This is an optimization exercise on Yosys and OpenROAD, whose aim is small area and a short achievable clock period, not a production implementation.
RTL that was checked went through simulation tests only; none was proved equivalent to the original.
No functional check of the RTL was part of run 1.
Power figures rest on the tool's default switching activity, not on a simulated workload.

**config.mk**
```make
export PLATFORM = sky130hd
export DESIGN_NAME = rdm630_core
export DESIGN_NICKNAME = rdm630_core
export VERILOG_FILES = /design/flow/design.v
export SDC_FILE = /design/flow/constraint.sdc
export NUM_CORES = 4
export LEC_CHECK = 0
export CAP_MARGIN = 20
export CORE_MARGIN = 2
export CORE_UTILIZATION = 70
export CTS_BUF_LIST = sky130_fd_sc_hd__clkbuf_16
export CTS_CLUSTER_DIAMETER = 80
export CTS_CLUSTER_SIZE = 30
export PLACE_DENSITY = 0.85
export SETUP_SLACK_MARGIN = 5
export SLEW_MARGIN = 20
export SYNTH_HIERARCHICAL = 1
export SYNTH_MINIMUM_KEEP_SIZE = 0
```
**constraint.sdc**
```tcl
create_clock -name core_clock -period 10.0 [get_ports {clk}]
set_input_delay 2.0000 -clock core_clock [delete_from_list [all_inputs] [get_ports {clk}]]
set_output_delay 2.0000 -clock core_clock [all_outputs]
set_load 0.01 [all_outputs]
```
**design.v**
```verilog
module rdm630_core (
    input  wire         clk,
    input  wire         rst,         
    input  wire         rx_valid,
    input  wire [7:0]   rx_data,
    output wire         rx_ready,
    input  wire         eval,
    output wire         res_valid,
    output wire [1:0]   res,
    output wire         fvalid,
    output wire [111:0] frame,
    output wire         xst,
    output wire [39:0]  card,
    output wire [7:0]   csum,
    output wire [7:0]   p6
);
    localparam [7:0] START_B = 8'h02;
    localparam [7:0] END_B   = 8'h03;
    reg [4:0]   cursor;      
    reg         in_frame;
    reg         ok;          
    reg [111:0] sr;          
    reg [111:0] frame_q;     
    reg         fvalid_q;
    wire full = cursor[4];                   
    assign rx_ready = !full && !rst;
    wire fire     = rx_valid && rx_ready;
    wire mark, mark_n;
    rdm630_mark u_mark (
        .d      (rx_data[7:1]),
        .mark   (mark),
        .mark_n (mark_n)
    );
    wire is_start = mark && !rx_data[0];
    wire is_end   = mark &&  rx_data[0];
    wire is_hex   = ((rx_data >= 8'h30) && (rx_data <= 8'h39)) ||
                    ((rx_data >= 8'h41) && (rx_data <= 8'h46));
    wire st    = fire && is_start;               
    wire app   = fire && in_frame && !is_start;  
    wire c13 = (cursor == 5'd13);
    wire c14 = (cursor == 5'd14);
    wire c15 = (cursor >= 5'd15);
    wire [4:0] cursor_rx   = st ? 5'd1 : app ? cursor + 5'd1 : cursor;
    wire       in_frame_rx = st ? 1'b1 : (app && is_end) ? 1'b0 : in_frame;
    wire       ok_rx       = st ? 1'b1 :
                             app ? (ok && (c13 ? is_end : is_hex)) : ok;
    wire shift = fire && (in_frame || is_start);
    wire [111:0] sr_next = ({112{shift}}  & {sr[103:0], rx_data}) |
                           ({112{!shift}} & sr);
    wire do_eval = eval && !rst;
    wire apnd  = in_frame && !full;                  
    wire [1:0] r0 = c15 ? 2'd3 : c14 ? (ok ? 2'd1 : 2'd2) : 2'd0;
    wire [1:0] ra = (c14 || c15) ? 2'd3 : c13 ? 2'd2 : 2'd0;   
    wire [1:0] re = (c14 || c15) ? 2'd3 : c13 ? (ok ? 2'd1 : 2'd2) : 2'd0;
    wire [1:0] pn = apnd ? ra : r0;
    wire [1:0] pe = apnd ? re : r0;
    wire [1:0] ps = full ? r0 : 2'd0;
    assign res_valid = do_eval;
    rdm630_res u_res (
        .rx_valid (rx_valid),
        .mark     (mark),
        .mark_n   (mark_n),
        .d0       (rx_data[0]),
        .r0       (r0),
        .pn       (pn),
        .pe       (pe),
        .ps       (ps),
        .res      (res)
    );
    wire cap  = do_eval && (cursor_rx == 5'd14);
    wire over = do_eval && (cursor_rx >  5'd14);
    always @(posedge clk) begin
        if (rst) begin
            cursor   <= 5'd0;
            in_frame <= 1'b0;
            fvalid_q <= 1'b0;
            ok       <= 1'b0;
        end else begin
            in_frame <= in_frame_rx;
            if (cap || over) begin
                cursor   <= 5'd0;
                ok       <= 1'b0;
                fvalid_q <= cap && ok_rx;
            end else begin
                cursor   <= cursor_rx;
                ok       <= ok_rx;
            end
        end
    end
    always @(posedge clk) begin
        sr <= sr_next;
        if (cap)
            frame_q <= sr_next;
    end
    assign fvalid = fvalid_q;
    assign xst    = !fvalid_q;
    assign frame  = frame_q;
    rdm630_xtr u_xtr (
        .frame (frame_q),
        .card  (card),
        .csum  (csum),
        .p6    (p6)
    );
endmodule
module rdm630_res (
    input  wire       rx_valid,
    input  wire       mark,        
    input  wire       mark_n,      
    input  wire       d0,
    input  wire [1:0] r0,
    input  wire [1:0] pn,
    input  wire [1:0] pe,
    input  wire [1:0] ps,
    output wire [1:0] res
);
    wire [1:0] res_mark  = !rx_valid ? r0 : d0 ? pe : ps;
    wire [1:0] res_other = !rx_valid ? r0 : pn;
    assign res = ~(({2{mark}} & ~res_mark) | ({2{mark_n}} & ~res_other));
endmodule
module rdm630_xtr (
    input  wire [111:0] frame,
    output wire [39:0]  card,
    output wire [7:0]   csum,
    output wire [7:0]   p6
);
    function [3:0] hexval;
        input [7:0] c;
        begin
            hexval = {c[3] | c[6],
                      c[2] | (c[6] & c[1] & c[0]),
                      c[1] ^ (c[6] & c[0]),
                      c[0] ^ c[6]};
        end
    endfunction
    wire [7:0] pair [0:5];
    genvar g;
    generate
        for (g = 0; g < 6; g = g + 1) begin : g_pair
            assign pair[g] = {hexval(frame[111-8*(1+2*g) -: 8]),
                              hexval(frame[111-8*(2+2*g) -: 8])};
        end
        for (g = 0; g < 5; g = g + 1) begin : g_card
            assign card[39-8*g -: 8] = pair[g];
        end
    endgenerate
    assign csum = pair[0] ^ pair[1] ^ pair[2] ^ pair[3] ^ pair[4];
    assign p6   = pair[5];
endmodule
module rdm630_mark (
    input  wire [7:1] d,
    output wire       mark,
    output wire       mark_n
);
    assign mark   = (d == 7'b0000001);
    assign mark_n = !mark;
endmodule
```
**flow/run.sh**
```bash
#!/bin/bash
set -euo pipefail
bash standard.sh \
    "SYNTH_SCRIPT=$PWD/flow/my_synth.tcl" \
    "BUFFER_PORTS_ARGS=-buffer_cell sky130_fd_sc_hd__buf_1" \
    "PRE_IO_PLACEMENT_TCL=$PWD/flow/io.tcl" \
    SETUP_SLACK_MARGIN=5.35 \
    finish > flow_make.log 2>&1
```
**flow/hand_cells.v**
```verilog
// Hand-mapped sky130hd netlists for three combinational modules of
// rtl/rdm630_core.v: rdm630_mark and rdm630_res (the input-to-output path)
// and rdm630_xtr (the extractor; generated by gen/gen_xtr.py). They
// implement exactly the RTL modules of the same names; my_synth.tcl puts
// them in place of ABC's mapping of those modules.

// mark = (d[7:1] == 7'b0000001); mark_n = !mark, formed in parallel.
module rdm630_mark (d, mark, mark_n);
    input  [7:1] d;
    output       mark, mark_n;
    wire a, b, c, e, f, ep, fp;
    sky130_fd_sc_hd__nor2_1  u_a  (.A(d[7]), .B(d[6]), .Y(a));
    sky130_fd_sc_hd__nor2_1  u_b  (.A(d[5]), .B(d[4]), .Y(b));
    sky130_fd_sc_hd__nor2_1  u_c  (.A(d[3]), .B(d[2]), .Y(c));
    sky130_fd_sc_hd__nand2_1 u_e  (.A(a), .B(b), .Y(e));
    sky130_fd_sc_hd__nand2_1 u_f  (.A(c), .B(d[1]), .Y(f));
    sky130_fd_sc_hd__nor2_1  u_m  (.A(e), .B(f), .Y(mark));
    sky130_fd_sc_hd__and2_1  u_ep (.A(a), .B(b), .X(ep));
    sky130_fd_sc_hd__and2_1  u_fp (.A(c), .B(d[1]), .X(fp));
    sky130_fd_sc_hd__nand2_1 u_mn (.A(ep), .B(fp), .Y(mark_n));
endmodule

// res = mark ? (rx_valid ? (d0 ? pe : ps) : r0) : (rx_valid ? pn : r0)
module rdm630_res (rx_valid, mark, mark_n, d0, r0, pn, pe, ps, res);
    input        rx_valid, mark, mark_n, d0;
    input  [1:0] r0, pn, pe, ps;
    output [1:0] res;
    wire         vn;
    wire   [1:0] t, r0n, a, b, mn, nn;
    sky130_fd_sc_hd__inv_1 u_vn (.A(rx_valid), .Y(vn));
    genvar i;
    generate
        for (i = 0; i < 2; i = i + 1) begin : g_bit
            // t = !(d0 ? pe : ps)
            sky130_fd_sc_hd__mux2i_1 u_t   (.A0(ps[i]), .A1(pe[i]), .S(d0), .Y(t[i]));
            sky130_fd_sc_hd__inv_1   u_r0n (.A(r0[i]), .Y(r0n[i]));
            // mn = rx_valid ? t : !r0 = !(rx_valid ? (d0 ? pe : ps) : r0)
            sky130_fd_sc_hd__nand2_1 u_a   (.A(rx_valid), .B(t[i]), .Y(a[i]));
            sky130_fd_sc_hd__nand2_1 u_b   (.A(vn), .B(r0n[i]), .Y(b[i]));
            sky130_fd_sc_hd__nand2_1 u_m   (.A(a[i]), .B(b[i]), .Y(mn[i]));
            // nn = !(rx_valid ? pn : r0)
            sky130_fd_sc_hd__mux2i_1 u_n   (.A0(r0[i]), .A1(pn[i]), .S(rx_valid), .Y(nn[i]));
            // res = !((mark & mn) | (mark_n & nn))
            sky130_fd_sc_hd__a22oi_1 u_r   (.A1(mark), .A2(mn[i]), .B1(mark_n), .B2(nn[i]), .Y(res[i]));
        end
    endgenerate
endmodule

// card/csum/p6 from FRAME: see rdm630_xtr in rtl/rdm630_core.v
module rdm630_xtr (frame, card, csum, p6);
    input  [111:0] frame;
    output [39:0]  card;
    output [7:0]   csum;
    output [7:0]   p6;
    wire   [47:0]  nib;    // pair g in nib[47-8g -: 8], as card
    wire   [11:0]  t;
    // FRAME[1]
    sky130_fd_sc_hd__or2_1  u_n3_0 (.A(frame[99]), .B(frame[102]), .X(nib[47]));
    sky130_fd_sc_hd__ha_1   u_n0_0 (.A(frame[96]), .B(frame[102]), .SUM(nib[44]), .COUT(t[0]));
    sky130_fd_sc_hd__a21o_1 u_n2_0 (.A1(frame[97]), .A2(t[0]), .B1(frame[98]), .X(nib[46]));
    sky130_fd_sc_hd__xor2_1 u_n1_0 (.A(frame[97]), .B(t[0]), .X(nib[45]));
    // FRAME[2]
    sky130_fd_sc_hd__or2_1  u_n3_1 (.A(frame[91]), .B(frame[94]), .X(nib[43]));
    sky130_fd_sc_hd__ha_1   u_n0_1 (.A(frame[88]), .B(frame[94]), .SUM(nib[40]), .COUT(t[1]));
    sky130_fd_sc_hd__a21o_1 u_n2_1 (.A1(frame[89]), .A2(t[1]), .B1(frame[90]), .X(nib[42]));
    sky130_fd_sc_hd__xor2_1 u_n1_1 (.A(frame[89]), .B(t[1]), .X(nib[41]));
    // FRAME[3]
    sky130_fd_sc_hd__or2_1  u_n3_2 (.A(frame[83]), .B(frame[86]), .X(nib[39]));
    sky130_fd_sc_hd__ha_1   u_n0_2 (.A(frame[80]), .B(frame[86]), .SUM(nib[36]), .COUT(t[2]));
    sky130_fd_sc_hd__a21o_1 u_n2_2 (.A1(frame[81]), .A2(t[2]), .B1(frame[82]), .X(nib[38]));
    sky130_fd_sc_hd__xor2_1 u_n1_2 (.A(frame[81]), .B(t[2]), .X(nib[37]));
    // FRAME[4]
    sky130_fd_sc_hd__or2_1  u_n3_3 (.A(frame[75]), .B(frame[78]), .X(nib[35]));
    sky130_fd_sc_hd__ha_1   u_n0_3 (.A(frame[72]), .B(frame[78]), .SUM(nib[32]), .COUT(t[3]));
    sky130_fd_sc_hd__a21o_1 u_n2_3 (.A1(frame[73]), .A2(t[3]), .B1(frame[74]), .X(nib[34]));
    sky130_fd_sc_hd__xor2_1 u_n1_3 (.A(frame[73]), .B(t[3]), .X(nib[33]));
    // FRAME[5]
    sky130_fd_sc_hd__or2_1  u_n3_4 (.A(frame[67]), .B(frame[70]), .X(nib[31]));
    sky130_fd_sc_hd__ha_1   u_n0_4 (.A(frame[64]), .B(frame[70]), .SUM(nib[28]), .COUT(t[4]));
    sky130_fd_sc_hd__a21o_1 u_n2_4 (.A1(frame[65]), .A2(t[4]), .B1(frame[66]), .X(nib[30]));
    sky130_fd_sc_hd__xor2_1 u_n1_4 (.A(frame[65]), .B(t[4]), .X(nib[29]));
    // FRAME[6]
    sky130_fd_sc_hd__or2_1  u_n3_5 (.A(frame[59]), .B(frame[62]), .X(nib[27]));
    sky130_fd_sc_hd__ha_1   u_n0_5 (.A(frame[56]), .B(frame[62]), .SUM(nib[24]), .COUT(t[5]));
    sky130_fd_sc_hd__a21o_1 u_n2_5 (.A1(frame[57]), .A2(t[5]), .B1(frame[58]), .X(nib[26]));
    sky130_fd_sc_hd__xor2_1 u_n1_5 (.A(frame[57]), .B(t[5]), .X(nib[25]));
    // FRAME[7]
    sky130_fd_sc_hd__or2_1  u_n3_6 (.A(frame[51]), .B(frame[54]), .X(nib[23]));
    sky130_fd_sc_hd__ha_1   u_n0_6 (.A(frame[48]), .B(frame[54]), .SUM(nib[20]), .COUT(t[6]));
    sky130_fd_sc_hd__a21o_1 u_n2_6 (.A1(frame[49]), .A2(t[6]), .B1(frame[50]), .X(nib[22]));
    sky130_fd_sc_hd__xor2_1 u_n1_6 (.A(frame[49]), .B(t[6]), .X(nib[21]));
    // FRAME[8]
    sky130_fd_sc_hd__or2_1  u_n3_7 (.A(frame[43]), .B(frame[46]), .X(nib[19]));
    sky130_fd_sc_hd__ha_1   u_n0_7 (.A(frame[40]), .B(frame[46]), .SUM(nib[16]), .COUT(t[7]));
    sky130_fd_sc_hd__a21o_1 u_n2_7 (.A1(frame[41]), .A2(t[7]), .B1(frame[42]), .X(nib[18]));
    sky130_fd_sc_hd__xor2_1 u_n1_7 (.A(frame[41]), .B(t[7]), .X(nib[17]));
    // FRAME[9]
    sky130_fd_sc_hd__or2_1  u_n3_8 (.A(frame[35]), .B(frame[38]), .X(nib[15]));
    sky130_fd_sc_hd__ha_1   u_n0_8 (.A(frame[32]), .B(frame[38]), .SUM(nib[12]), .COUT(t[8]));
    sky130_fd_sc_hd__a21o_1 u_n2_8 (.A1(frame[33]), .A2(t[8]), .B1(frame[34]), .X(nib[14]));
    sky130_fd_sc_hd__xor2_1 u_n1_8 (.A(frame[33]), .B(t[8]), .X(nib[13]));
    // FRAME[10]
    sky130_fd_sc_hd__or2_1  u_n3_9 (.A(frame[27]), .B(frame[30]), .X(nib[11]));
    sky130_fd_sc_hd__ha_1   u_n0_9 (.A(frame[24]), .B(frame[30]), .SUM(nib[8]), .COUT(t[9]));
    sky130_fd_sc_hd__a21o_1 u_n2_9 (.A1(frame[25]), .A2(t[9]), .B1(frame[26]), .X(nib[10]));
    sky130_fd_sc_hd__xor2_1 u_n1_9 (.A(frame[25]), .B(t[9]), .X(nib[9]));
    // FRAME[11]
    sky130_fd_sc_hd__or2_1  u_n3_10 (.A(frame[19]), .B(frame[22]), .X(nib[7]));
    sky130_fd_sc_hd__ha_1   u_n0_10 (.A(frame[16]), .B(frame[22]), .SUM(nib[4]), .COUT(t[10]));
    sky130_fd_sc_hd__a21o_1 u_n2_10 (.A1(frame[17]), .A2(t[10]), .B1(frame[18]), .X(nib[6]));
    sky130_fd_sc_hd__xor2_1 u_n1_10 (.A(frame[17]), .B(t[10]), .X(nib[5]));
    // FRAME[12]
    sky130_fd_sc_hd__or2_1  u_n3_11 (.A(frame[11]), .B(frame[14]), .X(nib[3]));
    sky130_fd_sc_hd__ha_1   u_n0_11 (.A(frame[8]), .B(frame[14]), .SUM(nib[0]), .COUT(t[11]));
    sky130_fd_sc_hd__a21o_1 u_n2_11 (.A1(frame[9]), .A2(t[11]), .B1(frame[10]), .X(nib[2]));
    sky130_fd_sc_hd__xor2_1 u_n1_11 (.A(frame[9]), .B(t[11]), .X(nib[1]));
    assign card = nib[47:8];
    assign p6   = nib[7:0];
    wire [7:0] x01, x23, x03;
    sky130_fd_sc_hd__xor2_1 u_c01_0 (.A(nib[40]), .B(nib[32]), .X(x01[0]));
    sky130_fd_sc_hd__xor2_1 u_c23_0 (.A(nib[24]), .B(nib[16]), .X(x23[0]));
    sky130_fd_sc_hd__xor2_1 u_c03_0 (.A(x01[0]), .B(x23[0]), .X(x03[0]));
    sky130_fd_sc_hd__xor2_1 u_cs_0  (.A(x03[0]), .B(nib[8]), .X(csum[0]));
    sky130_fd_sc_hd__xor2_1 u_c01_1 (.A(nib[41]), .B(nib[33]), .X(x01[1]));
    sky130_fd_sc_hd__xor2_1 u_c23_1 (.A(nib[25]), .B(nib[17]), .X(x23[1]));
    sky130_fd_sc_hd__xor2_1 u_c03_1 (.A(x01[1]), .B(x23[1]), .X(x03[1]));
    sky130_fd_sc_hd__xor2_1 u_cs_1  (.A(x03[1]), .B(nib[9]), .X(csum[1]));
    sky130_fd_sc_hd__xor2_1 u_c01_2 (.A(nib[42]), .B(nib[34]), .X(x01[2]));
    sky130_fd_sc_hd__xor2_1 u_c23_2 (.A(nib[26]), .B(nib[18]), .X(x23[2]));
    sky130_fd_sc_hd__xor2_1 u_c03_2 (.A(x01[2]), .B(x23[2]), .X(x03[2]));
    sky130_fd_sc_hd__xor2_1 u_cs_2  (.A(x03[2]), .B(nib[10]), .X(csum[2]));
    sky130_fd_sc_hd__xor2_1 u_c01_3 (.A(nib[43]), .B(nib[35]), .X(x01[3]));
    sky130_fd_sc_hd__xor2_1 u_c23_3 (.A(nib[27]), .B(nib[19]), .X(x23[3]));
    sky130_fd_sc_hd__xor2_1 u_c03_3 (.A(x01[3]), .B(x23[3]), .X(x03[3]));
    sky130_fd_sc_hd__xor2_1 u_cs_3  (.A(x03[3]), .B(nib[11]), .X(csum[3]));
    sky130_fd_sc_hd__xor2_1 u_c01_4 (.A(nib[44]), .B(nib[36]), .X(x01[4]));
    sky130_fd_sc_hd__xor2_1 u_c23_4 (.A(nib[28]), .B(nib[20]), .X(x23[4]));
    sky130_fd_sc_hd__xor2_1 u_c03_4 (.A(x01[4]), .B(x23[4]), .X(x03[4]));
    sky130_fd_sc_hd__xor2_1 u_cs_4  (.A(x03[4]), .B(nib[12]), .X(csum[4]));
    sky130_fd_sc_hd__xor2_1 u_c01_5 (.A(nib[45]), .B(nib[37]), .X(x01[5]));
    sky130_fd_sc_hd__xor2_1 u_c23_5 (.A(nib[29]), .B(nib[21]), .X(x23[5]));
    sky130_fd_sc_hd__xor2_1 u_c03_5 (.A(x01[5]), .B(x23[5]), .X(x03[5]));
    sky130_fd_sc_hd__xor2_1 u_cs_5  (.A(x03[5]), .B(nib[13]), .X(csum[5]));
    sky130_fd_sc_hd__xor2_1 u_c01_6 (.A(nib[46]), .B(nib[38]), .X(x01[6]));
    sky130_fd_sc_hd__xor2_1 u_c23_6 (.A(nib[30]), .B(nib[22]), .X(x23[6]));
    sky130_fd_sc_hd__xor2_1 u_c03_6 (.A(x01[6]), .B(x23[6]), .X(x03[6]));
    sky130_fd_sc_hd__xor2_1 u_cs_6  (.A(x03[6]), .B(nib[14]), .X(csum[6]));
    sky130_fd_sc_hd__xor2_1 u_c01_7 (.A(nib[47]), .B(nib[39]), .X(x01[7]));
    sky130_fd_sc_hd__xor2_1 u_c23_7 (.A(nib[31]), .B(nib[23]), .X(x23[7]));
    sky130_fd_sc_hd__xor2_1 u_c03_7 (.A(x01[7]), .B(x23[7]), .X(x03[7]));
    sky130_fd_sc_hd__xor2_1 u_cs_7  (.A(x03[7]), .B(nib[15]), .X(csum[7]));
endmodule
```
**flow/io.tcl**
```tcl
# Pin placement constraint: the ports on the input-to-output paths (the
# byte input, the strobes and reset, and the outputs combinational in
# them) are kept together on one stretch of the left edge, so that those
# paths need no long wires.
set_io_pin_constraint -region left:30-90 -pin_names {
  rx_valid rx_data[0] rx_data[1] rx_data[2] rx_data[3] rx_data[4]
  rx_data[5] rx_data[6] rx_data[7] eval rst
  res[0] res[1] res_valid rx_ready
}
```
**flow/my_synth.tcl**
```tcl
# The standard flow's synthesis script (synth_recipe.tcl) with one change: after ABC has
# mapped every module, three combinational modules (rdm630_mark and
# rdm630_res, on the input-to-output path, and the extractor rdm630_xtr)
# are replaced by the hand-mapped netlists in hand_cells.v, which implement
# the same functions; then the design is flattened and written as the standard flow's
# script does. The registers, all in the top module, are untouched.
proc synth {args} { yosys synth -nofsm -noshare {*}$args }
source $::env(SCRIPTS_DIR)/synth.tcl
delete rdm630_mark rdm630_res rdm630_xtr
read_verilog [file join [file dirname [info script]] hand_cells.v]
hierarchy -top $::env(DESIGN_NAME)
tee -o $::env(REPORTS_DIR)/synth_stat_hand.txt stat {*}$lib_args
# left out here: clear keep_hierarchy, flatten, clean up, hide names made inside functions, write 1_2_yosys.v
```
**standard.sh**
```bash
#!/bin/bash
# synth_recipe.tcl (not shown) runs the flow's synth.tcl, then flattens the netlist and writes it again
# the make line also repeats each setting of config.mk as NAME=value (left out here)
make -C /OpenROAD-flow-scripts/flow DESIGN_CONFIG=/design/flow/config.mk WORK_HOME=/design/flow/orfs CLKGATE_MAP_FILE= SYNTH_SCRIPT=/design/flow/synth_recipe.tcl "${@:-finish}"
```
==> flow_metrics.env, run 1 <==
export IMPL_ys_warn_count=8
export IMPL_rows=40
export IMPL_critPathKind="primary input to output port"
export IMPL_first_iter_violations=274
export IMPL_antenna_found_initial=0
export IMPL_clkSinkCount=232
export IMPL_totalPowerFinal_w=0.00149
export IMPL_wire_per_inst_um=19.5
export IMPL_postRouteAntennaNets=0
export IMPL_drv_cap=0
export IMPL_synth_cells=554
export IMPL_critPathCaptureType="output port"
export IMPL_final_hold_viol_count=0
export IMPL_reg2reg_setup_slack_ns=6.88
export IMPL_cts_buffer_depth=3
export IMPL_numPortBuffers=185
export IMPL_start_util_pct=71.4
export IMPL_period_minus_slack_ns=4.71
export IMPL_finalClockSkew_ns=0.00902
export IMPL_min_delay_path_depth=1
export IMPL_die_h_um=114
export IMPL_cts_root_buf="clkbuf_16"
export IMPL_vias_per_cell=5.73
export IMPL_cts_made_buffers=11
export IMPL_dieArea_um2=13000
export IMPL_htreeDepth=1
export IMPL_grt_max_degree=70
export IMPL_drive_gt1_share_pct=13.8
export IMPL_crit_required_ns=8.00
export IMPL_hp_start="sr[110]"
export IMPL_hold_path_end="sr[110]"
export IMPL_r2r_cells=7
export IMPL_syn_to_final_growth_pct=16.0
export IMPL_fmax_mhz=212
export IMPL_setup_violations=0
export IMPL_cellLeakagePower_nw=3.73
export IMPL_post_route_util_pct=82.8
export IMPL_syn_area_um2=8500
export IMPL_placed_cells=872
export IMPL_grtUsageTotal_pct=25.9
export IMPL_worstMarginPinSlew_ns=0.647
export IMPL_status="finished clean"
export IMPL_wl_mm=17.4
export IMPL_place_hpwl_mm=12.2
export IMPL_vdd_ir_drop_max_mv=0.135
export IMPL_fill_cells=638
export IMPL_vias=5109
export IMPL_period_share_pct=47.1
export IMPL_rr_endpoint="frame_q[6]"
export IMPL_pre_cts_ws_ns=4.32
export IMPL_r2r_start="cursor[4]"
export IMPL_p_per_area_nw_per_um2=151
export IMPL_grt_pass1_vias=5005
export IMPL_relSlewSlack_pct=56.9
export IMPL_die_w_um=114
export IMPL_setup_ws_ns=5.29
export IMPL_syn_avg_cell_area_um2=15.3
export IMPL_arrival_ns=2.71
export IMPL_gp_congestion=0.836
export IMPL_grt_first_pass_wirelength_mm=26.0
export IMPL_hold_buffers=0
export IMPL_rsz0062_at_grt="true"
export IMPL_drtPass1Iterations=4
export IMPL_grt_overflow=0
export IMPL_tns_ns=0
export IMPL_core_area_um2=11900
export IMPL_crit_path_start_kind="primary input"
export IMPL_cts_tree="built"
export IMPL_syn_nets=582
export IMPL_final_cells=892
export IMPL_boundaryPins=186
export IMPL_slew_violations=0
export IMPL_path_clk_slew_ns=0.10
export IMPL_antenna_cells=0
export IMPL_final_nets=769
export IMPL_path_max_fanout=10
export IMPL_hold_class="flip-flop to flip-flop"
export IMPL_clkLatencyLatePin_ns=0.46
export IMPL_drc=0
==> state kept, by name, summed over array words and instances, names as in the netlist <==
register	flops
frame_q	112
sr	112
cursor	5
fvalid_q	1
in_frame	1
ok	1
==> per-stage QoR <==
| stage | area, um^2 | hold slack, ns |
|---|---|---|
| 3_3_place_gp | 9380 | 0.443 |
| 5_1_grt | 9860 | 0.501 |
| 4_1_cts | 9790 | 0.480 |
| 6_report | 9860 | 0.475 |
| 2_1_floorplan | 8550 | 0.435 |
| 3_5_place_dp | 9380 | 0.455 |
==> how the worst max path moves through the flow <==
stage | startpoint | to | slack, ns | cells after the start
detailed placement | rx_data[7] | frame_q[21] | 4.32 | 11
finish | rx_data[0] | res[0] | 5.29 | 6
CTS | rx_data[4] | res[0] | 5.29 | 6
global route | rx_data[3] | res[1] | 5.25 | 6
floorplan | rx_data[3] | frame_q[0] | 3.32 | 9
global placement | rx_data[3] | frame_q[13] | 4.42 | 11
==> critical path, stage by stage <==
cell     delay (ns)
buf_6          0.12
mux2i_1        0.20
nand2_1        0.08
nand2_1        0.09
a22oi_2        0.07
buf_2          0.15
==> cell type report <==
cell class              count  area, um^2  area share, %
flip-flops and latches    232        5770           58.5
inverters                  10        37.5          0.381
well taps                 147         184           1.87
clock inverters             6        27.5          0.279
repair buffers            192         870           8.82
multi-input cells         294        2700           27.4
clock buffers              11         275           2.79
==> where the power goes <==
part	internal [W]	switching, W
Sequential	0.000988	0.00000147
Clock	0.000204	0.000273
Combinational	0.00000930	0.00000996
==> metal layers <==
metal,vias to the layer above,wire (um),track usage (%)
met5,-,0,0
met1,2504,7140,33.2
met3,23,1020,4.13
met2,202,8990,46.8
met4,0,273,6.10
li1,2380,-,-
==> placed cells by master (no fill, tap or decap), drive strengths merged, types with 9 or more instances in the layout <==
| cell | instances |
|---|---|
| a21o | 12 |
| ha | 16 |
| nor2 | 18 |
| or2 | 12 |
| clkbuf | 13 |
| edfxtp | 112 |
| mux2 | 111 |
| buf | 190 |
| dfxtp | 120 |
| o21ai | 9 |
| nand2 | 14 |
| inv | 16 |
| xor2 | 44 |
==> timing repair <==
action / in CTS / in global routing
setup buffers: 2 / 0
pin swaps: 8 / 5
gates cloned: 0 / 1
setup endpoints to repair: 72 / 77
gates resized for setup: 35 / 13
==> run 2, diff against run 1 <==
--- a/design.v
+++ b/design.v
@@ -67,8 +67,8 @@
         .ps       (ps),
         .res      (res)
     );
-    wire cap  = do_eval && (cursor_rx == 5'd14);
-    wire over = do_eval && (cursor_rx >  5'd14);
+    wire cap  = do_eval && !st && (app ? c13 : c14);
+    wire over = do_eval && !st && (app ? (c14 || c15) : c15);
     always @(posedge clk) begin
         if (rst) begin
             cursor   <= 5'd0;
==> flow_metrics.env, run 2 <==
export IMPL_status="finished clean"
export IMPL_relSlewSlack_pct=46.7
export IMPL_final_nets=756
export IMPL_drv_cap=0
export IMPL_die_w_um=114
export IMPL_path_max_fanout=4
export IMPL_hold_ws_ns=0.484
export IMPL_dieArea_um2=13000
export IMPL_arrival_ns=2.73
export IMPL_critPathKind="primary input to output port"
export IMPL_p_per_area_nw_per_um2=151
export IMPL_core_area_um2=11900
export IMPL_grt_max_degree=76
export IMPL_final_hold_viol_count=0
export IMPL_worstMarginPinSlew_ns=0.795
export IMPL_numPortBuffers=185
export IMPL_critPathLaunch="rx_data[5]"
export IMPL_finalClockSkew_ns=0.0137
export IMPL_final_cell_mix="174 x buf_1, 119 x dfxtp_1, 112 x edfxtp_1, 111 x mux2_2, 44 x xor2_1"
export IMPL_slew_violations=0
export IMPL_vias=4853
export IMPL_grt_first_pass_wirelength_mm=24.6
export IMPL_ys_warn_count=8
export IMPL_drive_gt1_share_pct=21.7
export IMPL_start_util_pct=71.0
export IMPL_slowest_stage="and2_4"
export IMPL_finalInstanceArea_um2=9740
export IMPL_period_minus_slack_ns=4.73
export IMPL_critPathCaptureType="output port"
export IMPL_drc=0
export IMPL_vdd_ir_drop_max_mv=0.131
export IMPL_boundaryPins=186
export IMPL_clkLatencyLatePin_ns=0.46
export IMPL_place_hpwl_mm=11.5
export IMPL_clkSinkCount=232
export IMPL_grt_overflow=0
export IMPL_first_iter_violations=211
export IMPL_cts_root_buf="clkbuf_16"
export IMPL_setup_violations=0
export IMPL_reg_top3="frame_q x112, sr x112, cursor x5"
export IMPL_syn_nets=568
export IMPL_grt_pass1_vias=4818
export IMPL_wl_mm=16.2
export IMPL_r2r_start="cursor[4]"
export IMPL_syn_avg_cell_area_um2=15.7
export IMPL_cts_made_buffers=11
export IMPL_grt_use_met3_pct=5.10
export IMPL_gr_usage_met1_pct=30.1
export IMPL_syn_to_final_growth_pct=15.1
export IMPL_period_share_pct=47.3
export IMPL_dpl_instance_area_um2=9300
export IMPL_antenna_cells=0
export IMPL_max_stage_delay_ns=0.17
export IMPL_wire_per_inst_um=18.5
export IMPL_rsz0062_at_grt="true"
export IMPL_path_cells="buf_6, nor2_4, and2_4, nand2_4, a22oi_2, buf_2"
export IMPL_gp_congestion=0.823
export IMPL_tns_ns=0
export IMPL_htreeDepth=1
export IMPL_hold_buffers=0
export IMPL_cts_tree="built"
export IMPL_crit_required_ns=8.00
export IMPL_totalPowerFinal_w=0.00147
export IMPL_post_route_util_pct=81.8
export IMPL_cellLeakagePower_nw=3.80
export IMPL_syn_area_um2=8460
export IMPL_die_h_um=114
export IMPL_cts_buffer_depth=3
export IMPL_hold_class="flip-flop to flip-flop"
export IMPL_antenna_found_initial=1
export IMPL_synth_cells=540
export IMPL_grtUsageTotal_pct=24.5
export IMPL_crit_path_start_kind="primary input"
export IMPL_use_met2_pct=44.4
export IMPL_vias_per_cell=5.52
export IMPL_postRouteAntennaNets=0
export IMPL_rows=40
export IMPL_drtPass1Iterations=4
export IMPL_layout_commonest_cell="buf_1"
export IMPL_hp_start="sr[105]"
export IMPL_top_usage_layer="met2"
export IMPL_fmax_mhz=211
export IMPL_path_clk_slew_ns=0.10
[run 2: routing by layer]
| layer | vias to the layer above | wire, um |
|---|---|---|
| met5 | - | 0 |
| met4 | 0 | 272 |
| met3 | 19 | 1070 |
| met2 | 167 | 8450 |
| met1 | 2343 | 6440 |
| li1 | 2324 | - |
[run 2: power breakdown]
part	switching [W]	internal (W)
registers	0.000000852	0.000987
clock network	0.000260	0.000204
logic	0.00000964	0.00000886
total	0.000271	0.00120
[run 2: area by class of cell]
cell class,count,area (um^2)
repair inverters,1,5.00
fillers,681,2170
well taps,147,184
clock inverters,6,27.5
repair buffers,190,818
inverters,10,41.3
clock buffers,11,275
multi-input cells,282,2620
flip-flops and latches,232,5770
[run 2: repair_timing]
item	in CTS	in global routing
buffers inserted	3	0
endpoints found under the setup margin	151	178
gates cloned	0	1
resized for setup	36	4
pin swaps	10	3
[run 2: metrics by stage]
| stage | instances | worst slack (ns) |
|---|---|---|
| 6_report | 879 | 5.27 |
| 5_1_grt | 879 | 5.23 |
| 4_1_cts | 878 | 5.30 |
| 3_5_place_dp | 858 | 4.53 |
| 3_3_place_gp | 858 | 4.66 |
| 2_1_floorplan | 540 | 5.16 |
[run 2: final timing paths]
| kind | end | slack, ns | cells past startpoint |
|---|---|---|---|
| setup / recovery | res[1] | 5.27 | 6 |
| hold / removal | sr[105] | 0.48 | 1 |
| setup reg to reg | frame_q[43] | 6.93 | 5 |
| hold reg to reg | sr[105] | 0.48 | 1 |
[run 2: worst max-delay path: cells and delay by family]
kind | cells | cell delay, ns
and+or+nand+nor | 3 | 0.33
buffers and inverters | 2 | 0.26
AOI/OAI and AO/OA | 1 | 0.13
==> run 3, diff against run 2 <==
--- a/design.v
+++ b/design.v
@@ -16,13 +16,13 @@
 );
     localparam [7:0] START_B = 8'h02;
     localparam [7:0] END_B   = 8'h03;
-    reg [4:0]   cursor;      
+    reg [4:0]   cpos;        
     reg         in_frame;
     reg         ok;          
     reg [111:0] sr;          
     reg [111:0] frame_q;     
     reg         fvalid_q;
-    wire full = cursor[4];                   
+    wire full = cpos[4] && cpos[1];          
     assign rx_ready = !full && !rst;
     wire fire     = rx_valid && rx_ready;
     wire mark, mark_n;
@@ -37,10 +37,10 @@
                     ((rx_data >= 8'h41) && (rx_data <= 8'h46));
     wire st    = fire && is_start;               
     wire app   = fire && in_frame && !is_start;  
-    wire c13 = (cursor == 5'd13);
-    wire c14 = (cursor == 5'd14);
-    wire c15 = (cursor >= 5'd15);
-    wire [4:0] cursor_rx   = st ? 5'd1 : app ? cursor + 5'd1 : cursor;
+    wire c13 = (cpos == 5'd15);                          
+    wire c14 = cpos[4] && !cpos[1] && !cpos[0];          
+    wire c15 = cpos[4] && (cpos[1] || cpos[0]);          
+    wire [4:0] cpos_rx     = st ? 5'd3 : app ? cpos + 5'd1 : cpos;
     wire       in_frame_rx = st ? 1'b1 : (app && is_end) ? 1'b0 : in_frame;
     wire       ok_rx       = st ? 1'b1 :
                              app ? (ok && (c13 ? is_end : is_hex)) : ok;
@@ -71,18 +71,18 @@
     wire over = do_eval && !st && (app ? (c14 || c15) : c15);
     always @(posedge clk) begin
         if (rst) begin
-            cursor   <= 5'd0;
+            cpos     <= 5'd2;
             in_frame <= 1'b0;
             fvalid_q <= 1'b0;
             ok       <= 1'b0;
         end else begin
             in_frame <= in_frame_rx;
             if (cap || over) begin
-                cursor   <= 5'd0;
+                cpos     <= 5'd2;
                 ok       <= 1'b0;
                 fvalid_q <= cap && ok_rx;
             end else begin
-                cursor   <= cursor_rx;
+                cpos     <= cpos_rx;
                 ok       <= ok_rx;
             end
         end
==> flow_metrics.env, run 3 <==
export IMPL_status="finished clean"
export IMPL_worstMarginPinSlew_ns=0.866
export IMPL_vdd_ir_drop_max_mv=0.168
export IMPL_totalPowerFinal_w=0.00155
export IMPL_layout_commonest_cell="buf_1"
export IMPL_setup_violations=0
export IMPL_slew_violations=0
export IMPL_hold_ws_ns=0.475
export IMPL_grt_max_degree=94
export IMPL_drive_gt1_share_pct=21.4
export IMPL_crit_path_start_kind="primary input"
export IMPL_grt_overflow=0
export IMPL_crit_required_ns=8.00
export IMPL_die_h_um=114
export IMPL_period_minus_slack_ns=4.73
export IMPL_vias_per_cell=5.62
export IMPL_wire_per_inst_um=18.8
export IMPL_final_cell_mix="173 x buf_1, 120 x dfxtp_1, 112 x edfxtp_1, 101 x mux2_2, 44 x xor2_1"
export IMPL_die_w_um=114
export IMPL_synth_cells=539
export IMPL_clkSinkCount=232
export IMPL_period_share_pct=47.3
export IMPL_dieArea_um2=12900
export IMPL_finalInstanceArea_um2=9850
export IMPL_drc=0
export IMPL_core_area_um2=11900
export IMPL_antenna_found_initial=0
export IMPL_vias=4981
export IMPL_cts_made_buffers=12
export IMPL_cellLeakagePower_nw=4.05
export IMPL_grt_first_pass_wirelength_mm=25.0
export IMPL_final_hold_viol_count=0
export IMPL_grt_pass1_vias=4878
export IMPL_numPortBuffers=185
export IMPL_clkLatencyLatePin_ns=0.47
export IMPL_syn_avg_cell_area_um2=15.6
export IMPL_critPathCaptureType="output port"
export IMPL_rows=40
export IMPL_htreeDepth=1
export IMPL_p_per_area_nw_per_um2=157
export IMPL_fmax_mhz=212
export IMPL_finalClockSkew_ns=0.0266
export IMPL_tns_ns=0
export IMPL_drtPass1Iterations=4
export IMPL_fill_cells=647
export IMPL_boundaryPins=186
export IMPL_postRouteAntennaNets=0
export IMPL_final_nets=761
export IMPL_place_hpwl_mm=11.7
export IMPL_cts_tree="built"
export IMPL_gp_congestion=0.907
export IMPL_dpl_instance_area_um2=9290
export IMPL_drv_cap=0
export IMPL_cts_root_buf="clkbuf_16"
export IMPL_syn_to_final_growth_pct=17.1
export IMPL_relSlewSlack_pct=42.3
export IMPL_path_clk_slew_ns=0.10
export IMPL_cts_buffer_depth=3
export IMPL_rsz0062_at_grt="true"
export IMPL_hold_class="flip-flop to flip-flop"
export IMPL_first_iter_violations=320
export IMPL_start_util_pct=70.9
export IMPL_ys_warn_count=8
export IMPL_path_max_fanout=2
export IMPL_wl_mm=16.7
export IMPL_arrival_ns=2.73
export IMPL_syn_nets=566
export IMPL_antenna_cells=0
export IMPL_reg_top3="frame_q x112, sr x112, cpos x5"
export IMPL_critPathKind="primary input to output port"
export IMPL_post_route_util_pct=83.1
export IMPL_grtUsageTotal_pct=25.0
export IMPL_syn_area_um2=8420
-- run 3: worst paths after layout --
path	start	endpoint	slack (ns)	depth (start not counted)
setup / recovery	rx_data[3]	res[1]	5.27	6
hold / removal	sr[107]	sr[107]	0.48	1
setup reg to reg	cpos[1]	frame_q[71]	6.88	7
hold reg to reg	sr[107]	sr[107]	0.48	1
-- run 3: area by class of cell --
type / instances / area [um^2] / share of cell area [%]
repair buffers: 193 / 856 / 8.69
flip-flops and latches: 232 / 5770 / 58.5
well taps: 147 / 184 / 1.87
clock inverters: 7 / 57.6 / 0.584
clock buffers: 13 / 325 / 3.30
inverters: 14 / 56.3 / 0.572
multi-input cells: 281 / 2610 / 26.5
-- run 3: through the flow --
| stage | std cells | setup slack [ns] |
|---|---|---|
| global placement | 861 | 4.97 |
| finish | 887 | 5.27 |
| floorplan | 539 | 5.01 |
| CTS | 884 | 5.27 |
| global route | 887 | 5.25 |
| detailed placement | 861 | 4.89 |
-- run 3: metal layers --
metal / vias to the layer above / global-route usage (%) / part of all wire [%]
met4: 0 / 5.20 / 1.6
met5: - / 0 / 0
li1: 2328 / - / -
met1: 2447 / 33.2 / 41
met3: 22 / 5.21 / 6.7
met2: 184 / 43.2 / 51
-- run 3: worst max-delay path: stages --
cell and delay, ns:
buf_8 0.10, nor2_4 0.12, and2_4 0.17, nand2_4 0.05, a22oi_2 0.13, buf_2 0.15
-- run 3: repair_timing --
action                     in CTS  in global routing
setup endpoints to repair       3                  4
resized for setup              29                 14
buffers inserted                3                  3
hold buffers                    0                  0
pin swaps                       7                  9
-- run 3: where the power goes --
group / internal (W) / switching (W)
Sequential: 0.000988 / 0.00000153
Combinational: 0.0000108 / 0.0000118
Clock: 0.000247 / 0.000288
==> run 4, diff against run 3 <==
--- a/config.mk
+++ b/config.mk
@@ -9,7 +9,7 @@
 export CORE_MARGIN = 2
 export CORE_UTILIZATION = 70
 export CTS_BUF_LIST = sky130_fd_sc_hd__clkbuf_16
-export CTS_CLUSTER_DIAMETER = 80
+export CTS_CLUSTER_DIAMETER = 250
 export CTS_CLUSTER_SIZE = 30
 export PLACE_DENSITY = 0.85
 export SETUP_SLACK_MARGIN = 5
==> flow_metrics.env, run 4 <==
export IMPL_status="finished clean"
export IMPL_slew_violations=0
export IMPL_cellLeakagePower_nw=4.00
export IMPL_p_per_area_nw_per_um2=151
export IMPL_first_iter_violations=400
export IMPL_wire_per_inst_um=18.8
export IMPL_fill_cells=674
export IMPL_vias_per_cell=5.65
export IMPL_p_int_w=0.00120
export IMPL_seq_power_share_pct=67.1
export IMPL_vias=4979
export IMPL_fmax_mhz=212
export IMPL_crit_path_start_kind="primary input"
export IMPL_core_area_um2=11900
export IMPL_ys_warn_count=8
export IMPL_layout_commonest_cell="buf_1"
export IMPL_setup_ws_ns=5.29
export IMPL_setup_violations=0
export IMPL_grtUsageTotal_pct=24.5
export IMPL_final_nets=758
export IMPL_drv_cap=0
export IMPL_arrival_ns=2.71
export IMPL_htreeDepth=1
export IMPL_syn_to_final_growth_pct=15.6
export IMPL_gp_congestion=0.907
export IMPL_grt_overflow=0
export IMPL_period_minus_slack_ns=4.71
export IMPL_p_comb_share_pct=1.4
export IMPL_clkSinkCount=232
export IMPL_antenna_found_initial=0
export IMPL_dieArea_um2=12900
export IMPL_period_share_pct=47.1
export IMPL_crit_required_ns=8.00
export IMPL_pre_cts_ws_ns=4.89
export IMPL_drc=0
export IMPL_start_util_pct=70.9
export IMPL_finalClockSkew_ns=0.0237
export IMPL_rows=40
export IMPL_tns_ns=0
export IMPL_final_hold_viol_count=0
export IMPL_drive_gt1_share_pct=20.6
export IMPL_worstMarginPinSlew_ns=0.844
export IMPL_path_clk_slew_ns=0.10
export IMPL_hold_ws_ns=0.472
export IMPL_synth_cells=539
export IMPL_reg_top3="frame_q x112, sr x112, cpos x5"
export IMPL_antenna_cells=0
export IMPL_cts_made_buffers=11
export IMPL_drtPass1Iterations=5
export IMPL_totalPowerFinal_w=0.00147
export IMPL_syn_area_um2=8420
export IMPL_hold_class="flip-flop to flip-flop"
export IMPL_relSlewSlack_pct=43.7
export IMPL_final_cell_mix="172 x buf_1, 120 x dfxtp_1, 112 x edfxtp_1, 101 x mux2_2, 44 x xor2_1"
export IMPL_grt_pass1_vias=4784
export IMPL_syn_nets=566
export IMPL_grt_max_degree=94
export IMPL_syn_avg_cell_area_um2=15.6
export IMPL_rsz0062_at_grt="true"
export IMPL_postRouteAntennaNets=0
export IMPL_cts_tree="built"
export IMPL_die_w_um=114
export IMPL_grt_first_pass_wirelength_mm=24.5
export IMPL_clkLatencyLatePin_ns=0.46
export IMPL_final_cells=881
export IMPL_boundaryPins=186
export IMPL_vdd_ir_drop_max_mv=0.228
export IMPL_wl_mm=16.6
export IMPL_cts_root_buf="clkbuf_16"
export IMPL_sw_frac_of_total_pct=18.5
export IMPL_place_hpwl_mm=11.7
export IMPL_clockPowerShare_pct=31.4
export IMPL_path_max_fanout=2
export IMPL_numPortBuffers=185
export IMPL_die_h_um=114
export IMPL_critPathCaptureType="output port"
export IMPL_placed_cells=861
export IMPL_p_sw_w=0.000273
export IMPL_critPathKind="primary input to output port"
export IMPL_cts_buffer_depth=3
[run 4: cell count changes in the layout (fill, tap and decap cells not counted), sizes merged]
cell	delta
buf	-3
clkbuf	-1
inv	-2
[run 4: power by group through the flow]
stage               Sequential [W]  Combinational (W)  Clock (W)
floorplan                  0.00101         0.00000810          0
global placement           0.00101          0.0000150          0
detailed placement         0.00101          0.0000156          0
CTS                       0.000989          0.0000190   0.000474
global route              0.000990          0.0000222   0.000504
finish                    0.000989          0.0000212   0.000463
[run 4: worst paths after layout]
| check | from | to | slack (ns) | cells after the start |
|---|---|---|---|---|
| worst max register to register | cpos[1] | frame_q[52] | 6.89 | 7 |
| worst min register to register | sr[107] | sr[107] | 0.47 | 1 |
| worst min-delay path | sr[107] | sr[107] | 0.47 | 1 |
| worst max-delay path | rx_data[3] | res[0] | 5.29 | 6 |
[run 4: per-layer routing]
| metal | part of all wire [%] | wire length [um] | global-route usage, % |
|---|---|---|---|
| met2 | 52 | 8570 | 42.1 |
| met3 | 6.5 | 1070 | 4.68 |
| met5 | 0 | 0 | 0 |
| met4 | 1.4 | 225 | 4.96 |
| met1 | 41 | 6730 | 33.3 |
[run 4: what timing repair did]
| action | in CTS | in global routing |
|---|---|---|
| resized for setup | 28 | 10 |
| hold buffers | 0 | 0 |
| endpoints found under the setup margin | 3 | 3 |
| pin swaps | 7 | 6 |
| setup buffers | 3 | 1 |
[run 4: through the flow]
| step | utilization, % | instance area [um^2] |
|---|---|---|
| CTS | 81.6 | 9680 |
| floorplan | - | 8480 |
| global placement | 78.4 | 9290 |
| detailed placement | 78.4 | 9290 |
| global route | 82.0 | 9730 |
| finish | 82.0 | 9730 |
[run 4: critical path: stages]
cell and delay, ns:
buf_8 0.10, nor2_4 0.11, and2_4 0.16, nand2_4 0.05, a22oi_2 0.13, buf_2 0.15
[run 4: final cells by class]
type / count / area [um^2] / area share [%]
Timing Repair Buffer: 191 / 825 / 8.47
Multi-Input combinational cell: 281 / 2600 / 26.7
Inverter: 14 / 56.3 / 0.579
Tap cell: 147 / 184 / 1.89
Sequential cell: 232 / 5770 / 59.3
Clock inverter: 5 / 23.8 / 0.244
Clock buffer: 11 / 275 / 2.83
==> run 5, diff against run 4 <==
--- a/config.mk
+++ b/config.mk
@@ -9,7 +9,7 @@
 export CORE_MARGIN = 2
 export CORE_UTILIZATION = 70
 export CTS_BUF_LIST = sky130_fd_sc_hd__clkbuf_16
-export CTS_CLUSTER_DIAMETER = 250
+export CTS_CLUSTER_DIAMETER = 150
 export CTS_CLUSTER_SIZE = 30
 export PLACE_DENSITY = 0.85
 export SETUP_SLACK_MARGIN = 5
==> flow_metrics.env, run 5 <==
export IMPL_grt_overflow=0
export IMPL_antenna_found_initial=0
export IMPL_boundaryPins=186
export IMPL_hp_start="sr[107]"
export IMPL_multi_input_area_um2=2600
export IMPL_syn_nets=566
export IMPL_crit_required_ns=8.00
export IMPL_drv_cap=0
export IMPL_reg_top3="frame_q x112, sr x112, cpos x5"
export IMPL_critPathCaptureType="output port"
export IMPL_p_sw_w=0.000273
export IMPL_r2r_cells=7
export IMPL_min_delay_path_depth=1
export IMPL_vias_per_cell=5.65
export IMPL_ys_warn_count=8
export IMPL_htreeDepth=1
export IMPL_gp_congestion=0.907
export IMPL_fill_cells=674
export IMPL_drtPass1Iterations=5
export IMPL_core_area_um2=11900
export IMPL_slew_violations=0
export IMPL_clkSinkCount=232
export IMPL_path_cells="buf_8, nor2_4, and2_4, nand2_4, a22oi_2, buf_2"
export IMPL_period_minus_slack_ns=4.71
export IMPL_syn_area_um2=8420
export IMPL_dieArea_um2=12900
export IMPL_place_hpwl_mm=11.7
export IMPL_reg2reg_setup_slack_ns=6.89
export IMPL_first_iter_violations=400
export IMPL_cts_buffer_depth=3
export IMPL_drive_gt1_share_pct=20.6
export IMPL_sw_frac_of_total_pct=18.5
export IMPL_max_stage_delay_ns=0.16
export IMPL_regArea_um2=5770
export IMPL_antenna_cells=0
export IMPL_path_clk_slew_ns=0.10
export IMPL_finalClockSkew_ns=0.0237
export IMPL_fmax_mhz=212
export IMPL_clkLatencyLatePin_ns=0.46
export IMPL_tns_ns=0
export IMPL_r2r_start="cpos[1]"
export IMPL_layout_commonest_cell="buf_1"
export IMPL_vdd_ir_drop_max_mv=0.228
export IMPL_synth_cells=539
export IMPL_syn_avg_cell_area_um2=15.6
export IMPL_worstMarginPinSlew_ns=0.844
export IMPL_rsz0062_at_grt="true"
export IMPL_postRouteAntennaNets=0
export IMPL_seq_power_share_pct=67.1
export IMPL_wire_per_inst_um=18.8
export IMPL_cts_root_buf="clkbuf_16"
export IMPL_hold_path_end="sr[107]"
export IMPL_period_share_pct=47.1
export IMPL_syn_to_final_growth_pct=15.6
export IMPL_final_nets=758
export IMPL_critPathLaunch="rx_data[3]"
export IMPL_cts_tree="built"
export IMPL_numPortBuffers=185
export IMPL_status="finished clean"
export IMPL_die_h_um=114
export IMPL_placed_cells=861
export IMPL_cellLeakagePower_nw=4.00
export IMPL_drc=0
export IMPL_start_util_pct=70.9
export IMPL_hold_buffers=0
export IMPL_grt_pass1_vias=4784
export IMPL_p_comb_share_pct=1.4
export IMPL_cts_made_buffers=11
export IMPL_final_cells=881
export IMPL_arrival_ns=2.71
export IMPL_rows=40
export IMPL_setup_violations=0
export IMPL_slowest_stage="and2_4"
export IMPL_rr_endpoint="frame_q[52]"
export IMPL_path_max_fanout=2
export IMPL_final_hold_viol_count=0
export IMPL_hold_class="flip-flop to flip-flop"
export IMPL_critPathKind="primary input to output port"
export IMPL_wl_mm=16.6
export IMPL_grt_max_degree=94
export IMPL_p_int_w=0.00120
export IMPL_die_w_um=114
export IMPL_clockPowerShare_pct=31.4
export IMPL_crit_path_start_kind="primary input"
export IMPL_final_cell_mix="172 x buf_1, 120 x dfxtp_1, 112 x edfxtp_1, 101 x mux2_2, 44 x xor2_1"
export IMPL_grtUsageTotal_pct=24.5
export IMPL_p_per_area_nw_per_um2=151
export IMPL_vias=4979
export IMPL_grt_first_pass_wirelength_mm=24.5
export IMPL_relSlewSlack_pct=43.7
-- run 5: cell counts in the layout (fill, tap and decap cells not counted) --
Identical to the previous run, type by type.
-- run 5: repair_timing --
item	4_1_cts	5_1_grt
hold endpoints to repair	0	0
setup endpoints to repair	3	3
buffers inserted	3	1
resized for setup	28	10
pin swaps	7	6
-- run 5: how the worst max path moves through the flow --
stage                       endpoint  slack (ns)  cells past startpoint
after global placement    frame_q[1]        4.97                      7
final                         res[0]        5.29                      6
after CTS                     res[0]        5.27                      6
after floorplan           frame_q[0]        5.01                      8
after detailed placement  frame_q[2]        4.89                      7
after global routing          res[0]        5.26                      6
-- run 5: critical path, delay by kind of cell --
family,cells,cell delay (ns)
simple gates,3,0.32
buf+inv,2,0.25
compound gates,1,0.13
-- run 5: per-stage QoR --
| stage | setup WS, ns | area (um^2) | util [%] | hold slack [ns] | power, W |
|---|---|---|---|---|---|
| after floorplan | 5.01 | 8480 | - | 0.435 | 0.00102 |
| after global placement | 4.97 | 9290 | 78.4 | 0.443 | 0.00103 |
| after detailed placement | 4.89 | 9290 | 78.4 | 0.453 | 0.00103 |
| after CTS | 5.27 | 9680 | 81.6 | 0.477 | 0.00148 |
| after global routing | 5.26 | 9730 | 82.0 | 0.495 | 0.00152 |
| final | 5.29 | 9730 | 82.0 | 0.472 | 0.00147 |
-- run 5: layout make-up --
cell class                 instances  share of cell area (%)
sequential                       232                    59.3
multi-input combinational        281                    26.7
timing repair buffer             191                    8.47
clock buffer                      11                    2.83
tap                              147                    1.89
inverter                          14                   0.579
clock inverter                     5                   0.244
-- run 5: per-layer routing --
layer  vias up  share of wire, %  global-route usage, %
met2       193                52                   42.1
met3        22               6.5                   4.68
met1      2442                41                   33.3
met4         0               1.4                   4.96
met5         -                 0                      0
li1       2322                 -                      -
-- run 5: power groups by stage --
| stage | Combinational, W | Sequential [W] | Clock [W] |
|---|---|---|---|
| 2_1_floorplan | 0.00000810 | 0.00101 | 0 |
| 3_3_place_gp | 0.0000150 | 0.00101 | 0 |
| 3_5_place_dp | 0.0000156 | 0.00101 | 0 |
| 4_1_cts | 0.0000190 | 0.000989 | 0.000474 |
| 5_1_grt | 0.0000222 | 0.000990 | 0.000504 |
| 6_report | 0.0000212 | 0.000989 | 0.000463 |
==> run 6, diff against run 5 <==
--- a/config.mk
+++ b/config.mk
@@ -9,8 +9,8 @@
 export CORE_MARGIN = 2
 export CORE_UTILIZATION = 70
 export CTS_BUF_LIST = sky130_fd_sc_hd__clkbuf_16
-export CTS_CLUSTER_DIAMETER = 150
-export CTS_CLUSTER_SIZE = 30
+export CTS_CLUSTER_DIAMETER = 120
+export CTS_CLUSTER_SIZE = 28
 export PLACE_DENSITY = 0.85
 export SETUP_SLACK_MARGIN = 5
 export SLEW_MARGIN = 20
==> flow_metrics.env, run 6 <==
export IMPL_grtUsageTotal_pct=25.3
export IMPL_seq_power_share_pct=64.4
export IMPL_drc=0
export IMPL_tns_ns=0
export IMPL_drive_gt1_share_pct=21.1
export IMPL_wire_per_inst_um=19.2
export IMPL_layout_commonest_cell="buf_1"
export IMPL_p_sw_w=0.000295
export IMPL_relSlewSlack_pct=42.8
export IMPL_sw_frac_of_total_pct=19.2
export IMPL_final_nets=760
export IMPL_drv_cap=0
export IMPL_hold_class="flip-flop to flip-flop"
export IMPL_period_minus_slack_ns=4.73
export IMPL_final_hold_viol_count=0
export IMPL_vdd_ir_drop_max_mv=0.163
export IMPL_first_iter_violations=344
export IMPL_dpl_instance_area_um2=9290
export IMPL_boundaryPins=186
export IMPL_dieArea_um2=12900
export IMPL_clkLatencyLatePin_ns=0.46
export IMPL_path_max_fanout=2
export IMPL_p_int_w=0.00124
export IMPL_critPathLaunch="rx_data[7]"
export IMPL_synth_cells=539
export IMPL_p_per_area_nw_per_um2=156
export IMPL_syn_to_final_growth_pct=16.7
export IMPL_place_hpwl_mm=11.7
export IMPL_slew_violations=0
export IMPL_path_clk_slew_ns=0.10
export IMPL_numPortBuffers=185
export IMPL_arrival_ns=2.73
export IMPL_setup_ws_ns=5.27
export IMPL_status="finished clean"
export IMPL_cts_buffer_depth=3
export IMPL_syn_avg_cell_area_um2=15.6
export IMPL_placed_cells=861
export IMPL_hp_start="sr[107]"
export IMPL_grt_overflow=0
export IMPL_gp_congestion=0.907
export IMPL_cts_made_buffers=12
export IMPL_rows=40
export IMPL_cts_root_buf="clkbuf_16"
export IMPL_crit_path_start_kind="primary input"
export IMPL_multi_input_area_um2=2610
export IMPL_postRouteAntennaNets=0
export IMPL_worstMarginPinSlew_ns=0.858
export IMPL_cts_tree="built"
export IMPL_final_cells=886
export IMPL_final_cell_mix="172 x buf_1, 120 x dfxtp_1, 112 x edfxtp_1, 101 x mux2_2, 44 x xor2_1"
export IMPL_setup_violations=0
export IMPL_drtPass1Iterations=4
export IMPL_vias_per_cell=5.62
export IMPL_critPathCaptureType="output port"
export IMPL_wl_mm=17.0
export IMPL_rsz0062_at_grt="true"
export IMPL_reg2reg_setup_slack_ns=6.89
export IMPL_post_route_util_pct=82.8
export IMPL_antenna_cells=0
export IMPL_period_share_pct=47.3
export IMPL_syn_nets=566
export IMPL_crit_required_ns=8.00
export IMPL_pre_cts_ws_ns=4.89
export IMPL_ys_warn_count=8
export IMPL_clockPowerShare_pct=34.1
export IMPL_start_util_pct=70.9
export IMPL_grt_max_degree=94
export IMPL_syn_area_um2=8420
export IMPL_critPathKind="primary input to output port"
export IMPL_p_comb_share_pct=1.4
export IMPL_hold_buffers=0
export IMPL_die_h_um=114
export IMPL_reg_top3="frame_q x112, sr x112, cpos x5"
export IMPL_die_w_um=114
export IMPL_finalClockSkew_ns=0.0308
export IMPL_grt_pass1_vias=4903
export IMPL_htreeDepth=1
export IMPL_antenna_found_initial=0
export IMPL_fill_cells=660
export IMPL_fmax_mhz=211
export IMPL_clkSinkCount=232
export IMPL_finalInstanceArea_um2=9820
export IMPL_regArea_um2=5770
export IMPL_r2r_start="cpos[1]"
export IMPL_core_area_um2=11900
export IMPL_cellLeakagePower_nw=4.05
export IMPL_vias=4979
export IMPL_grt_first_pass_wirelength_mm=25.4
==> run 6: critical path: stages <==
cell and delay [ns]:
buf_8 0.10, nor2_4 0.12, and2_4 0.17, nand2_4 0.05, a22oi_2 0.13, buf_2 0.16
==> run 6: timing repair <==
item	in CTS	in global routing
pin swaps	7	7
buffers inserted	3	2
endpoints found under the setup margin	5	4
resized for setup	28	13
==> run 6: final cells by class <==
class | instances | share of cell area, %
clock buffers | 13 | 3.31
clock inverters | 7 | 0.433
inverters | 14 | 0.574
multi-input cells | 281 | 26.6
flip-flops and latches | 232 | 58.7
well taps | 147 | 1.87
repair buffers | 192 | 8.51
==> run 6: path summary, 6_finish.rpt <==
check,to,cells past startpoint
max,res[1],6
min,sr[107],1
max reg2reg,frame_q[79],7
min reg2reg,sr[107],1
==> run 6: power groups by stage <==
stage,clock network [W],logic (W),registers (W)
2_1_floorplan,0,0.00000810,0.00101
3_3_place_gp,0,0.0000150,0.00101
3_5_place_dp,0,0.0000156,0.00101
4_1_cts,0.000530,0.0000190,0.000989
5_1_grt,0.000561,0.0000230,0.000990
6_report,0.000524,0.0000219,0.000989
==> run 6: layer usage <==
| layer | GRT usage [%] | share of wire [%] |
|---|---|---|
| met4 | 4.80 | 1.5 |
| met1 | 34.1 | 41 |
| met2 | 43.6 | 50 |
| met3 | 5.15 | 7.1 |
| met5 | 0 | 0 |
==> run 6: per-stage QoR <==
step	hold slack (ns)	total power [W]
final	0.479	0.00154
after global routing	0.495	0.00157
after CTS	0.477	0.00154
after detailed placement	0.453	0.00103
after global placement	0.443	0.00103
after floorplan	0.435	0.00102
==> run 7, diff against run 6 <==
--- a/flow/hand_cells.v
+++ b/flow/hand_cells.v
@@ -4,20 +4,16 @@
 // implement exactly the RTL modules of the same names; my_synth.tcl puts
 // them in place of ABC's mapping of those modules.
 
-// mark = (d[7:1] == 7'b0000001); mark_n = !mark, formed in parallel.
+// mark = (d[7:1] == 7'b0000001); mark_n = !mark.
 module rdm630_mark (d, mark, mark_n);
     input  [7:1] d;
     output       mark, mark_n;
-    wire a, b, c, e, f, ep, fp;
+    wire a, b, c;
     sky130_fd_sc_hd__nor2_1  u_a  (.A(d[7]), .B(d[6]), .Y(a));
     sky130_fd_sc_hd__nor2_1  u_b  (.A(d[5]), .B(d[4]), .Y(b));
     sky130_fd_sc_hd__nor2_1  u_c  (.A(d[3]), .B(d[2]), .Y(c));
-    sky130_fd_sc_hd__nand2_1 u_e  (.A(a), .B(b), .Y(e));
-    sky130_fd_sc_hd__nand2_1 u_f  (.A(c), .B(d[1]), .Y(f));
-    sky130_fd_sc_hd__nor2_1  u_m  (.A(e), .B(f), .Y(mark));
-    sky130_fd_sc_hd__and2_1  u_ep (.A(a), .B(b), .X(ep));
-    sky130_fd_sc_hd__and2_1  u_fp (.A(c), .B(d[1]), .X(fp));
-    sky130_fd_sc_hd__nand2_1 u_mn (.A(ep), .B(fp), .Y(mark_n));
+    sky130_fd_sc_hd__nand4_1 u_mn (.A(a), .B(b), .C(c), .D(d[1]), .Y(mark_n));
+    sky130_fd_sc_hd__inv_1   u_m  (.A(mark_n), .Y(mark));
 endmodule
 
 // res = mark ? (rx_valid ? (d0 ? pe : ps) : r0) : (rx_valid ? pn : r0)
--- a/config.mk
+++ b/config.mk
@@ -9,8 +9,8 @@
 export CORE_MARGIN = 2
 export CORE_UTILIZATION = 70
 export CTS_BUF_LIST = sky130_fd_sc_hd__clkbuf_16
-export CTS_CLUSTER_DIAMETER = 120
-export CTS_CLUSTER_SIZE = 28
+export CTS_CLUSTER_DIAMETER = 150
+export CTS_CLUSTER_SIZE = 30
 export PLACE_DENSITY = 0.85
 export SETUP_SLACK_MARGIN = 5
 export SLEW_MARGIN = 20
==> flow_metrics.env, run 7 <==
export IMPL_status="finished clean"
export IMPL_final_hold_viol_count=0
export IMPL_clockPowerShare_pct=31.7
export IMPL_grt_pass1_vias=4799
export IMPL_tns_ns=0
export IMPL_setup_ws_ns=5.29
export IMPL_postRouteAntennaNets=0
export IMPL_core_area_um2=11900
export IMPL_gp_congestion=0.910
export IMPL_crit_path_start_kind="primary input"
export IMPL_crit_family="buffers and inverters"
export IMPL_grt_first_pass_wirelength_mm=25.1
export IMPL_clkSinkCount=232
export IMPL_first_iter_violations=263
export IMPL_setup_violations=0
export IMPL_synth_cells=535
export IMPL_vias_per_cell=5.51
export IMPL_syn_to_final_growth_pct=15.2
export IMPL_crit_required_ns=8.00
export IMPL_vias=4835
export IMPL_drtPass1Iterations=4
export IMPL_wl_mm=16.5
export IMPL_path_clk_slew_ns=0.09
export IMPL_period_minus_slack_ns=4.71
export IMPL_start_util_pct=70.8
export IMPL_p_comb_share_pct=1.2
export IMPL_p_per_area_nw_per_um2=153
export IMPL_rsz0062_at_grt="true"
export IMPL_drv_cap=0
export IMPL_max_stage_delay_ns=0.17
export IMPL_cts_root_buf="clkbuf_16"
export IMPL_cts_tree="built"
export IMPL_fmax_mhz=212
export IMPL_layout_commonest_cell="buf_1"
export IMPL_relSlewSlack_pct=44.0
export IMPL_syn_avg_cell_area_um2=15.7
export IMPL_path_max_fanout=3
export IMPL_fill_cells=698
export IMPL_cts_buffer_depth=3
export IMPL_wire_per_inst_um=18.8
export IMPL_cellLeakagePower_nw=3.97
export IMPL_critPathBufInv=3
export IMPL_totalPowerFinal_w=0.00148
export IMPL_arrival_ns=2.71
export IMPL_p_sw_w=0.000277
export IMPL_syn_area_um2=8400
export IMPL_grtUsageTotal_pct=25.1
export IMPL_htreeDepth=1
export IMPL_hold_ws_ns=0.477
export IMPL_critPathKind="primary input to output port"
export IMPL_worstMarginPinSlew_ns=0.839
export IMPL_grt_overflow=0
export IMPL_dieArea_um2=12900
export IMPL_reg_top3="frame_q x112, sr x112, cpos x5"
export IMPL_syn_nets=562
export IMPL_hold_class="flip-flop to flip-flop"
export IMPL_seq_power_share_pct=67.0
export IMPL_die_w_um=114
export IMPL_critPathCaptureType="output port"
export IMPL_final_cell_mix="173 x buf_1, 120 x dfxtp_1, 112 x edfxtp_1, 101 x mux2_2, 44 x xor2_1"
export IMPL_finalClockSkew_ns=0.0171
export IMPL_sw_frac_of_total_pct=18.7
export IMPL_path_cells="buf_8, nor2_2, nand4_1, inv_2, a22oi_1, buf_2"
export IMPL_clkLatencyLatePin_ns=0.45
export IMPL_slowest_stage="nand4_1"
export IMPL_numPortBuffers=185
export IMPL_drc=0
export IMPL_grt_max_degree=89
export IMPL_slew_violations=0
export IMPL_p_int_w=0.00120
export IMPL_cts_made_buffers=11
export IMPL_antenna_found_initial=0
export IMPL_drive_gt1_share_pct=20.1
export IMPL_final_nets=755
export IMPL_antenna_cells=0
export IMPL_place_hpwl_mm=11.8
export IMPL_boundaryPins=186
export IMPL_post_route_util_pct=81.6
export IMPL_pre_cts_ws_ns=4.76
export IMPL_period_share_pct=47.1
export IMPL_rows=40
export IMPL_vdd_ir_drop_max_mv=0.132
export IMPL_ys_warn_count=8
export IMPL_die_h_um=114
[run 7: path summary, 6_finish.rpt]
| kind | startpoint | to | slack, ns | depth (start not counted) |
|---|---|---|---|---|
| setup / recovery | rx_data[6] | res[1] | 5.29 | 6 |
| hold / removal | sr[108] | sr[108] | 0.48 | 1 |
| setup reg to reg | cpos[0] | frame_q[38] | 6.77 | 7 |
| hold reg to reg | sr[108] | sr[108] | 0.48 | 1 |
[run 7: what timing repair did]
item | 4_1_cts | 5_1_grt
setup endpoints to repair | 69 | 3
buffers inserted | 3 | 1
hold buffers | 0 | 0
pin swaps | 5 | 1
cloned | 1 | 0
gates resized for setup | 28 | 3
[run 7: power groups by stage]
stage	Combinational, W	Sequential (W)	Clock (W)
after global placement	0.0000138	0.00101	0
final	0.0000183	0.000990	0.000468
after global routing	0.0000193	0.000990	0.000505
after CTS	0.0000178	0.000990	0.000476
after detailed placement	0.0000142	0.00101	0
after floorplan	0.00000729	0.00101	0
[run 7: cell type report]
type / instances / area (um^2) / share of cell area (%)
Timing Repair inverter: 1 / 7.51 / 0.0776
Sequential cell: 232 / 5770 / 59.6
Timing Repair Buffer: 191 / 808 / 8.35
Clock inverter: 5 / 23.8 / 0.246
Clock buffer: 11 / 275 / 2.84
Inverter: 15 / 60.1 / 0.621
Tap cell: 147 / 184 / 1.90
Multi-Input combinational cell: 276 / 2550 / 26.4
[run 7: routing by layer]
metal,part of all wire (%),up-vias,global-route usage [%]
met5,0,-,0
met1,41,2324,33.4
met4,2.0,0,5.93
met3,7.1,22,4.78
met2,50,173,43.4
li1,-,2316,-
[run 7: metrics by stage]
step           area (um^2)  cells
2_1_floorplan         8440    535
3_3_place_gp          9250    857
3_5_place_dp          9250    857
4_1_cts               9650    877
5_1_grt               9680    878
6_report              9680    878

==> static timing again, ports no longer ideal <==
The flow's constraints put no driver on any port. The routed layouts listed below were extracted and timed again, unchanged, in two steps. Step 1 (the two cells are an assumption about what drives the block):
set clk [get_ports {clk}]
set_driving_cell -lib_cell sky130_fd_sc_hd__clkbuf_16 $clk
set_driving_cell -lib_cell sky130_fd_sc_hd__buf_2 [delete_from_list [all_inputs] $clk]
Step 2 also shifts input and output timing later by t, the mid clock arrival at the registers, as if the neighbouring blocks saw the same clock. Slacks: ideal ports / drivers / drivers and shift; pairs: ideal ports / drivers.
| run | t (ns) | slack for setup (ns) | hold slack, ns | slew at the worst register clock pin (ns) |
|---|---|---|---|---|
| run 1 | 0.499 | 5.289 / 5.234 / 5.099 | 0.475 / 0.475 / 0.475 | 0.11 / 0.11 |
| run 2 | 0.486 | 5.266 / 5.229 / 5.008 | 0.484 / 0.484 / 0.484 | 0.11 / 0.11 |
| run 3 | 0.494 | 5.274 / 5.227 / 5.227 | 0.475 / 0.475 / 0.475 | 0.11 / 0.11 |
| run 4 | 0.484 | 5.291 / 5.252 / 5.252 | 0.472 / 0.472 / 0.472 | 0.11 / 0.11 |
| run 5 | 0.484 | 5.291 / 5.252 / 5.252 | 0.472 / 0.472 / 0.472 | 0.11 / 0.11 |
| run 6 | 0.488 | 5.268 / 5.226 / 5.213 | 0.479 / 0.479 / 0.479 | 0.11 / 0.11 |
| run 7 | 0.483 | 5.290 / 5.245 / 5.119 | 0.477 / 0.477 / 0.477 | 0.11 / 0.11 |
After both steps every run listed still meets setup and hold. The setup slack of run 2, which loses most, moves by -0.037 ns with the drivers and by -0.258 ns with both steps.
